From an optimization exercise on the open Yosys and OpenROAD flow, aimed at small area and a short achievable clock period; shortcuts taken in it are not production practice. In this exercise RTL edits were held to simulation tests only and were not proved equivalent to the original.

==> inputs of v28 <==
Design seenc_top, start of the top module:
module seenc_top (
    input  wire        clk,
    input  wire        rst,         
    input  wire        in_valid,
    input  wire [7:0]  cmd,
    input  wire [63:0] in_x,
    input  wire [63:0] in_y,
    input  wire [63:0] in_z,
    input  wire [31:0] in_a,
    input  wire [31:0] in_b,
    output reg         out_valid,
    output wire [31:0] out_a,
    output wire [31:0] out_b,
    output wire [63:0] out_x,
    output wire [63:0] out_y,
    output wire [63:0] out_z,
    output reg         err
);
    function [30:0] chan(input prec, input [63:0] b);
        chan = prec ? {b[63], b[62:52], b[51:34], |b[33:0]}
                    : {b[31], 3'd0, b[30:23], b[22:5], |b[4:0]};
    endfunction
    reg        v_q;
    reg [5:0]  oh_q;      
    reg        dir_q, prec_q, hi_q;
    reg [92:0] c_q;
    always @(posedge clk) begin
        if (rst) v_q <= 1'b0;
        else     v_q <= in_valid;
        oh_q   <= {cmd[2:0] == 3'd5, cmd[2:0] == 3'd4, cmd[2:0] == 3'd3,
                   cmd[2:0] == 3'd2, cmd[2:0] == 3'd1, cmd[2:0] == 3'd0};
        dir_q  <= cmd[3];
        prec_q <= cmd[4];
        hi_q   <= |cmd[7:5];
        c_q   <= cmd[3] ? {29'd0, in_b, in_a}
                        : {chan(cmd[4], in_x), chan(cmd[4], in_y), chan(cmd[4], in_z)};
    end
    wire        c_enc, c_d32, c_d64, c_err;
    wire [77:0] c_res;
    seenc_core u_core (
        .oh(oh_q), .dir(dir_q), .prec(prec_q), .cmd_hi(hi_q), .cx(c_q[92:62]), .cy(c_q[61:31]), .cz(c_q[30:0]),
        .enc(c_enc), .dec32(c_d32), .dec64(c_d64), .err(c_err), .res(c_res)
    );
    reg [77:0] r;
    reg        r_enc, r_d32, r_d64;
    always @(posedge clk) begin
        if (rst) out_valid <= 1'b0;
        else     out_valid <= v_q;
  ...
==> module seenc_dec_back, before the edit <==
module seenc_dec_back (
    input  wire        d32,    
    input  wire        d64,    
    input  wire        s,
    input  wire [16:0] fr,
    input  wire [7:0]  e32,
    output wire [63:0] f
);
    wire nz = |e32;
    wire [10:0] e64 = {e32[7], {3{~e32[7] & nz}}, e32[6:0]};
    assign f[63:35] = {29{d64}} & {s, e64, fr};
    assign f[34:32] = 3'd0;
    assign f[31:6]  = {26{d32}} & {s, e32, fr};
    assign f[5:0]   = 6'd0;
endmodule
==> module seenc_top, before the edit <==
module seenc_top (
    input  wire        clk,
    input  wire        rst,         
    input  wire        in_valid,
    input  wire [7:0]  cmd,
    input  wire [63:0] in_x,
    input  wire [63:0] in_y,
    input  wire [63:0] in_z,
    input  wire [31:0] in_a,
    input  wire [31:0] in_b,
    output reg         out_valid,
    output wire [31:0] out_a,
    output wire [31:0] out_b,
    output wire [63:0] out_x,
    output wire [63:0] out_y,
    output wire [63:0] out_z,
    output reg         err
);
    function [30:0] chan(input prec, input [63:0] b);
        chan = prec ? {b[63], b[62:52], b[51:34], |b[33:0]}
                    : {b[31], 3'd0, b[30:23], b[22:5], |b[4:0]};
    endfunction
    reg        v_q;
    reg [5:0]  oh_q;      
    reg        dir_q, prec_q, hi_q;
    reg [92:0] c_q;
    always @(posedge clk) begin
        if (rst) v_q <= 1'b0;
        else     v_q <= in_valid;
        oh_q   <= {cmd[2:0] == 3'd5, cmd[2:0] == 3'd4, cmd[2:0] == 3'd3,
                   cmd[2:0] == 3'd2, cmd[2:0] == 3'd1, cmd[2:0] == 3'd0};
        dir_q  <= cmd[3];
        prec_q <= cmd[4];
        hi_q   <= |cmd[7:5];
        c_q   <= cmd[3] ? {29'd0, in_b, in_a}
                        : {chan(cmd[4], in_x), chan(cmd[4], in_y), chan(cmd[4], in_z)};
    end
    wire        c_enc, c_d32, c_d64, c_err;
    wire [77:0] c_res;
    seenc_core u_core (
        .oh(oh_q), .dir(dir_q), .prec(prec_q), .cmd_hi(hi_q), .cx(c_q[92:62]), .cy(c_q[61:31]), .cz(c_q[30:0]),
        .enc(c_enc), .dec32(c_d32), .dec64(c_d64), .err(c_err), .res(c_res)
    );
    reg [77:0] r;
    reg        r_enc, r_d32, r_d64;
    always @(posedge clk) begin
        if (rst) out_valid <= 1'b0;
        else     out_valid <= v_q;
        err   <= c_err;
        r_enc <= c_enc;
        r_d32 <= c_d32;
        r_d64 <= c_d64;
        r     <= c_res;
    end
    assign out_a = {32{r_enc}} & r[31:0];
    assign out_b = {32{r_enc}} & r[63:32];
    seenc_dec_back u_bx (.d32(r_d32), .d64(r_d64), .s(r[77]), .fr(r[76:60]), .e32(r[59:52]), .f(out_x));
    seenc_dec_back u_by (.d32(r_d32), .d64(r_d64), .s(r[51]), .fr(r[50:34]), .e32(r[33:26]), .f(out_y));
    seenc_dec_back u_bz (.d32(r_d32), .d64(r_d64), .s(r[25]), .fr(r[24:8]),  .e32(r[7:0]),   .f(out_z));
endmodule
export LEC_CHECK = 0
export ABC_AREA = 1
export CAP_MARGIN = 20
export CORE_MARGIN = 2
export CORE_UTILIZATION = 55
export SLEW_MARGIN = 20
create_clock -name core_clock -period 65.0 [get_ports {clk}]
standard.sh (not shown) runs the stock make flow with config.mk's settings and CLKGATE_MAP_FILE= SYNTH_SCRIPT=/design/flow/synth_recipe.tcl, a recipe that flattens the netlist after the stock synthesis.
==> flow/flow/run.sh <==
#!/bin/bash
# The standard layout, with the smallest plain buffer (buf_1) as each port's
# buffer instead of the delay buffer buffer_ports picks by default.
set -euo pipefail
export BUFFER_PORTS_ARGS="-buffer_cell sky130_fd_sc_hd__buf_1"
bash standard.sh > standard.log 2>&1
==> inputs of v32, as changes to v28 <==
--- a/flow/design.v
+++ b/flow/design.v
@@ -187,2 +187,3 @@
     input  wire        d64,    
+    input  wire        b64,    
     input  wire        s,
@@ -192,5 +193,3 @@
 );
-    wire nz = |e32;
-    wire [10:0] e64 = {e32[7], {3{~e32[7] & nz}}, e32[6:0]};
-    assign f[63:35] = {29{d64}} & {s, e64, fr};
+    assign f[63:35] = {{2{d64}} & {s, e32[7]}, {3{b64}}, {24{d64}} & {e32[6:0], fr}};
     assign f[34:32] = 3'd0;
@@ -287,6 +286,2 @@
 );
-    function [30:0] chan(input prec, input [63:0] b);
-        chan = prec ? {b[63], b[62:52], b[51:34], |b[33:0]}
-                    : {b[31], 3'd0, b[30:23], b[22:5], |b[4:0]};
-    endfunction
     reg        v_q;
@@ -295,2 +290,17 @@
     reg [92:0] c_q;
+    wire       s_ab = cmd[3];               
+    wire       s_64 = ~cmd[3] & cmd[4];     
+    wire       s_32 = ~cmd[3] & ~cmd[4];    
+    function [30:0] chan(input [63:0] b, input s64, input s32);
+        chan = {s64 & b[63] | s32 & b[31],
+                b[62:60],
+                {8{s64}} & b[59:52] | {8{s32}} & b[30:23],
+                {18{s64}} & b[51:34] | {18{s32}} & b[22:5],
+                s64 & (|b[33:0]) | s32 & (|b[4:0])};
+    endfunction
+    wire [92:0] enc_in = {chan(in_x, s_64, s_32), chan(in_y, s_64, s_32), chan(in_z, s_64, s_32)};
+    wire [92:0] raw    = {1'd0, in_x[62:60], 27'd0, 1'd0, in_y[62:60], 27'd0, 1'd0, in_z[62:60], 27'd0};
+    wire [92:0] is_raw = {1'd0, 3'b111,      27'd0, 1'd0, 3'b111,      27'd0, 1'd0, 3'b111,      27'd0};
+    wire [63:0] dec_in = {in_b, in_a};
+    integer k;
     always @(posedge clk) begin
@@ -303,4 +313,8 @@
         hi_q   <= |cmd[7:5];
-        c_q   <= cmd[3] ? {29'd0, in_b, in_a}
-                        : {chan(cmd[4], in_x), chan(cmd[4], in_y), chan(cmd[4], in_z)};
+        for (k = 0; k < 93; k = k + 1) begin
+            if (k < 64)
+                c_q[k] <= is_raw[k] ? (s_ab ? dec_in[k] : raw[k]) : (s_ab & dec_in[k] | enc_in[k]);
+            else
+                c_q[k] <= is_raw[k] ? raw[k] : enc_in[k];    
+        end
     end
@@ -313,3 +327,6 @@
     reg [77:0] r;
-    reg        r_enc, r_d32, r_d64;
+    reg [1:0]  r_enc;
+    reg [2:0]  r_d32, r_d64, r_b64;
+    wire [2:0] nzc = {|c_res[59:52], |c_res[33:26], |c_res[7:0]};
+    wire [2:0] e7c = {c_res[59], c_res[33], c_res[7]};
     always @(posedge clk) begin
@@ -318,12 +335,13 @@
         err   <= c_err;
-        r_enc <= c_enc;
-        r_d32 <= c_d32;
-        r_d64 <= c_d64;
+        r_enc <= {2{c_enc}};
+        r_d32 <= {3{c_d32}};
+        r_d64 <= {3{c_d64}};
+        r_b64 <= {3{c_d64}} & nzc & ~e7c;
         r     <= c_res;
     end
-    assign out_a = {32{r_enc}} & r[31:0];
-    assign out_b = {32{r_enc}} & r[63:32];
-    seenc_dec_back u_bx (.d32(r_d32), .d64(r_d64), .s(r[77]), .fr(r[76:60]), .e32(r[59:52]), .f(out_x));
-    seenc_dec_back u_by (.d32(r_d32), .d64(r_d64), .s(r[51]), .fr(r[50:34]), .e32(r[33:26]), .f(out_y));
-    seenc_dec_back u_bz (.d32(r_d32), .d64(r_d64), .s(r[25]), .fr(r[24:8]),  .e32(r[7:0]),   .f(out_z));
+    assign out_a = {32{r_enc[0]}} & r[31:0];
+    assign out_b = {32{r_enc[1]}} & r[63:32];
+    seenc_dec_back u_bx (.d32(r_d32[2]), .d64(r_d64[2]), .b64(r_b64[2]), .s(r[77]), .fr(r[76:60]), .e32(r[59:52]), .f(out_x));
+    seenc_dec_back u_by (.d32(r_d32[1]), .d64(r_d64[1]), .b64(r_b64[1]), .s(r[51]), .fr(r[50:34]), .e32(r[33:26]), .f(out_y));
+    seenc_dec_back u_bz (.d32(r_d32[0]), .d64(r_d64[0]), .b64(r_b64[0]), .s(r[25]), .fr(r[24:8]),  .e32(r[7:0]),   .f(out_z));
 endmodule
==> flow/flow/run.sh (replaced) <==
#!/bin/bash
# The standard layout, with three changes:
#  - after the standard synthesis, the combinational logic between the
#    flip-flops is re-optimized for area by a second ABC pass (reopt.ys);
#    every flip-flop stays as the standard synthesis made it;
#  - the smallest plain buffer (buf_1) buffers each port, instead of the
#    delay buffer buffer_ports picks by default;
#  - timing repair is asked to leave a setup margin, so that it works on
#    the paths that set the achieved period.
set -euo pipefail
export BUFFER_PORTS_ARGS="-buffer_cell sky130_fd_sc_hd__buf_1"
export SETUP_SLACK_MARGIN=51.0
RES=$PWD/orfs/results/$FLOW_PLATFORM/seenc_top/base

bash standard.sh $RES/1_2_yosys.v > synth.log 2>&1

mkdir -p reopt
cp $RES/1_2_yosys.v reopt/in.v
cp $FLOW_HOME/platforms/$FLOW_PLATFORM/lib/sky130_fd_sc_hd__tt_025C_1v80.lib reopt/lib.lib
cp flow/reopt.ys flow/area.abc reopt/
(cd reopt && yosys -s reopt.ys > ../reopt.log 2>&1)
cp reopt/out.v $RES/1_2_yosys.v
rm -f reopt/lib.lib

bash standard.sh > standard.log 2>&1
==> flow/flow/area.abc (new file) <==
strash
dc2
dch -f
map -a
strash
dch -f
map -a
topo
==> flow/flow/reopt.ys (new file) <==
# Re-map the combinational logic of the standard synthesis netlist for area.
# Every flip-flop instance is kept as it is (same cell, same name); only the
# logic between them is re-optimized by ABC and mapped again to the library.
read_verilog in.v
read_liberty -ignore_miss_func lib.lib
hierarchy -top seenc_top
setattr -mod -set keep_hierarchy 1 sky130_fd_sc_hd__dfxtp_1 sky130_fd_sc_hd__dfxtp_2 sky130_fd_sc_hd__dfxtp_4
flatten
opt_clean
abc -liberty lib.lib -script area.abc -dont_use sky130_fd_sc_hd__probe_p_8 -dont_use sky130_fd_sc_hd__probec_p_8
opt_clean -purge
hilomap -singleton -hicell sky130_fd_sc_hd__conb_1 HI -locell sky130_fd_sc_hd__conb_1 LO
splitnets
opt_clean -purge
# ports that alias another net get a buffer, as in the standard synthesis
insbuf -buf sky130_fd_sc_hd__buf_4 A X
rename -hide w:*.*
opt_clean -purge
stat -liberty lib.lib
select seenc_top
write_verilog -noattr -nohex -nodec -selected out.v
--- a/flow/config.mk
+++ b/flow/config.mk
@@ -10,3 +10,3 @@
 export CORE_MARGIN = 2
-export CORE_UTILIZATION = 55
+export CORE_UTILIZATION = 60
 export SLEW_MARGIN = 20
==> inputs of v37, as changes to v28 <==
--- a/flow/design.v
+++ b/flow/design.v
@@ -187,2 +187,3 @@
     input  wire        d64,    
+    input  wire        b64,    
     input  wire        s,
@@ -192,5 +193,3 @@
 );
-    wire nz = |e32;
-    wire [10:0] e64 = {e32[7], {3{~e32[7] & nz}}, e32[6:0]};
-    assign f[63:35] = {29{d64}} & {s, e64, fr};
+    assign f[63:35] = {{2{d64}} & {s, e32[7]}, {3{b64}}, {24{d64}} & {e32[6:0], fr}};
     assign f[34:32] = 3'd0;
@@ -287,6 +286,2 @@
 );
-    function [30:0] chan(input prec, input [63:0] b);
-        chan = prec ? {b[63], b[62:52], b[51:34], |b[33:0]}
-                    : {b[31], 3'd0, b[30:23], b[22:5], |b[4:0]};
-    endfunction
     reg        v_q;
@@ -295,2 +290,17 @@
     reg [92:0] c_q;
+    wire       s_ab = cmd[3];               
+    wire       s_64 = ~cmd[3] & cmd[4];     
+    wire       s_32 = ~cmd[3] & ~cmd[4];    
+    function [30:0] chan(input [63:0] b, input s64, input s32);
+        chan = {s64 & b[63] | s32 & b[31],
+                b[62:60],
+                {8{s64}} & b[59:52] | {8{s32}} & b[30:23],
+                {18{s64}} & b[51:34] | {18{s32}} & b[22:5],
+                s64 & (|b[33:0]) | s32 & (|b[4:0])};
+    endfunction
+    wire [92:0] enc_in = {chan(in_x, s_64, s_32), chan(in_y, s_64, s_32), chan(in_z, s_64, s_32)};
+    wire [92:0] raw    = {1'd0, in_x[62:60], 27'd0, 1'd0, in_y[62:60], 27'd0, 1'd0, in_z[62:60], 27'd0};
+    wire [92:0] is_raw = {1'd0, 3'b111,      27'd0, 1'd0, 3'b111,      27'd0, 1'd0, 3'b111,      27'd0};
+    wire [63:0] dec_in = {in_b, in_a};
+    integer k;
     always @(posedge clk) begin
@@ -303,4 +313,8 @@
         hi_q   <= |cmd[7:5];
-        c_q   <= cmd[3] ? {29'd0, in_b, in_a}
-                        : {chan(cmd[4], in_x), chan(cmd[4], in_y), chan(cmd[4], in_z)};
+        for (k = 0; k < 93; k = k + 1) begin
+            if (k < 64)
+                c_q[k] <= is_raw[k] ? (s_ab ? dec_in[k] : raw[k]) : (s_ab & dec_in[k] | enc_in[k]);
+            else
+                c_q[k] <= is_raw[k] ? raw[k] : enc_in[k];    
+        end
     end
@@ -313,3 +327,6 @@
     reg [77:0] r;
-    reg        r_enc, r_d32, r_d64;
+    reg [1:0]  r_enc;
+    reg [2:0]  r_d32, r_d64, r_b64;
+    wire [2:0] nzc = {|c_res[59:52], |c_res[33:26], |c_res[7:0]};
+    wire [2:0] e7c = {c_res[59], c_res[33], c_res[7]};
     always @(posedge clk) begin
@@ -318,12 +335,13 @@
         err   <= c_err;
-        r_enc <= c_enc;
-        r_d32 <= c_d32;
-        r_d64 <= c_d64;
+        r_enc <= {2{c_enc}};
+        r_d32 <= {3{c_d32}};
+        r_d64 <= {3{c_d64}};
+        r_b64 <= {3{c_d64}} & nzc & ~e7c;
         r     <= c_res;
     end
-    assign out_a = {32{r_enc}} & r[31:0];
-    assign out_b = {32{r_enc}} & r[63:32];
-    seenc_dec_back u_bx (.d32(r_d32), .d64(r_d64), .s(r[77]), .fr(r[76:60]), .e32(r[59:52]), .f(out_x));
-    seenc_dec_back u_by (.d32(r_d32), .d64(r_d64), .s(r[51]), .fr(r[50:34]), .e32(r[33:26]), .f(out_y));
-    seenc_dec_back u_bz (.d32(r_d32), .d64(r_d64), .s(r[25]), .fr(r[24:8]),  .e32(r[7:0]),   .f(out_z));
+    assign out_a = {32{r_enc[0]}} & r[31:0];
+    assign out_b = {32{r_enc[1]}} & r[63:32];
+    seenc_dec_back u_bx (.d32(r_d32[2]), .d64(r_d64[2]), .b64(r_b64[2]), .s(r[77]), .fr(r[76:60]), .e32(r[59:52]), .f(out_x));
+    seenc_dec_back u_by (.d32(r_d32[1]), .d64(r_d64[1]), .b64(r_b64[1]), .s(r[51]), .fr(r[50:34]), .e32(r[33:26]), .f(out_y));
+    seenc_dec_back u_bz (.d32(r_d32[0]), .d64(r_d64[0]), .b64(r_b64[0]), .s(r[25]), .fr(r[24:8]),  .e32(r[7:0]),   .f(out_z));
 endmodule
==> flow/flow/run.sh (replaced) <==
#!/bin/bash
# The standard layout, with the smallest plain buffer (buf_1) as each port's
# buffer instead of the delay buffer buffer_ports picks by default, and
# timing repair asked to leave a setup margin, so that it works on the paths
# that set the achieved period.
set -euo pipefail
export BUFFER_PORTS_ARGS="-buffer_cell sky130_fd_sc_hd__buf_1"
export SETUP_SLACK_MARGIN=50.5
bash standard.sh > standard.log 2>&1
--- a/flow/config.mk
+++ b/flow/config.mk
@@ -10,3 +10,3 @@
 export CORE_MARGIN = 2
-export CORE_UTILIZATION = 55
+export CORE_UTILIZATION = 60
 export SLEW_MARGIN = 20
==> inputs of v39, as changes to v28 <==
==> flow/run.sh (new file) <==
#!/bin/bash
# synth_recipe.tcl (not shown) runs the flow's synth.tcl, then flattens the netlist and writes it again
# the make line also repeats each setting of config.mk as NAME=value (left out here)
make -C /OpenROAD-flow-scripts/flow DESIGN_CONFIG=/design/flow/config.mk WORK_HOME=/design/flow/orfs CLKGATE_MAP_FILE= SYNTH_SCRIPT=/design/flow/synth_recipe.tcl finish
removed: flow/flow/run.sh
removed: flow/standard.sh
==> flow_summary.ini <==
[clock_tree]
post-cts-setup-buffers = 9
cts_resized = 310

[yosys]
synth_cells = 3237
synth_area_per_cell_um2 = 5.578
syn-cell-area_um2 = 18050

[floorplan]
die_w_um = 177.5
fp.dieH_um = 177.5
placementRows = 63

[place]
dpl.cell_count = 4144
post_dp_cell_area_um2 = 20510
gp_congestion = 1.178

[outcome]
status = aborted with a tool error
error_line = [ERROR GRT-0232] Routing congestion too high. Check the congestion heatmap in the GUI.
haltStage = global routing (5_1_grt)

[global_route]
overflow = 17
grt_max_degree = 91
(the above is from v32)
==> flow_summary.ini <==
[clock_tree]
post-cts-setup-buffers = 0
cts_resized = 0

[global_route]
overflow = 0
grt_max_degree = 87

[place]
dpl.cell_count = 4820
gp_congestion = 1.072
post_dp_cell_area_um2 = 24000

[yosys]
synth_area_per_cell_um2 = 5.624
syn-cell-area_um2 = 22310
synth_cells = 3967

[outcome]
status = timing/DRC/antenna clean

[floorplan]
die_w_um = 205.4
(the above is from v28)
==> flow_summary.ini <==
[floorplan]
fp.dieH_um = 196.0
placementRows = 70
die_w_um = 196.0

[clock_tree]
cts_resized = 9
post-cts-setup-buffers = 4

[place]
gp_congestion = 1.094
dpl.cell_count = 4638
post_dp_cell_area_um2 = 23790
io_buffers = 497

[pwr]
p_per_area_nw_per_um2 = 38.62

[outcome]
status = timing/DRC/antenna clean

[yosys]
synth_most_common_cell = nand2_1
syn-cell-area_um2 = 22110
synth_cells = 3826
synth_area_per_cell_um2 = 5.780

[global_route]
grt_max_degree = 79
overflow = 0

[timing]
rsz0062_at_grt = true

[final_layout]
multi_input_area_um2 = 15030
(the above is from v37)
==> flow_summary.ini <==
[outcome]
status = timing/DRC/antenna clean

[global_route]
overflow = 0
grt_max_degree = 87

[yosys]
syn-cell-area_um2 = 22310
synth_cells = 3967

[floorplan]
fp.dieH_um = 205.4
placementRows = 73
die_w_um = 205.4

[place]
post_dp_cell_area_um2 = 27100

[clock_tree]
cts_resized = 0
(the above is from v39)

[separate check: timing with driven ports]
No port has a modelled driver above. Below, the same layouts with a new extraction and two added sets of constraints.
Step 1, drivers: a clkbuf_16 drives clk and a buf_2 each remaining input, both assumed.
Step 2, shift: input delay + t, output delay - t, t = (earliest + latest rising clock arrival at the registers) / 2. This alone moves slack from input paths to output paths.
a / b / c = no drivers / after step 1 / after step 2; a / b = the first two.
| run | t, ns | setup slack, ns | worst setup path at the end | slew at the worst register clock pin (ns) | worst slew at a driven data input, ns |
|---|---|---|---|---|---|
| v28 | 0.522 | 49.517 / 49.462 / 49.924 | input to register | 0.08 / 0.08 | 0.12 |
| v37 | 0.536 | 50.518 / 50.460 / 50.085 | input to register | 0.10 / 0.10 | 0.11 |
| v39 | 0.526 | 49.098 / 49.044 / 49.571 | register to output | 0.08 / 0.08 | 0.11 |
After both steps setup and hold are still met in every run listed. The setup slack of v37, which loses most, moves by -0.058 ns with the drivers and by -0.433 ns with both steps.
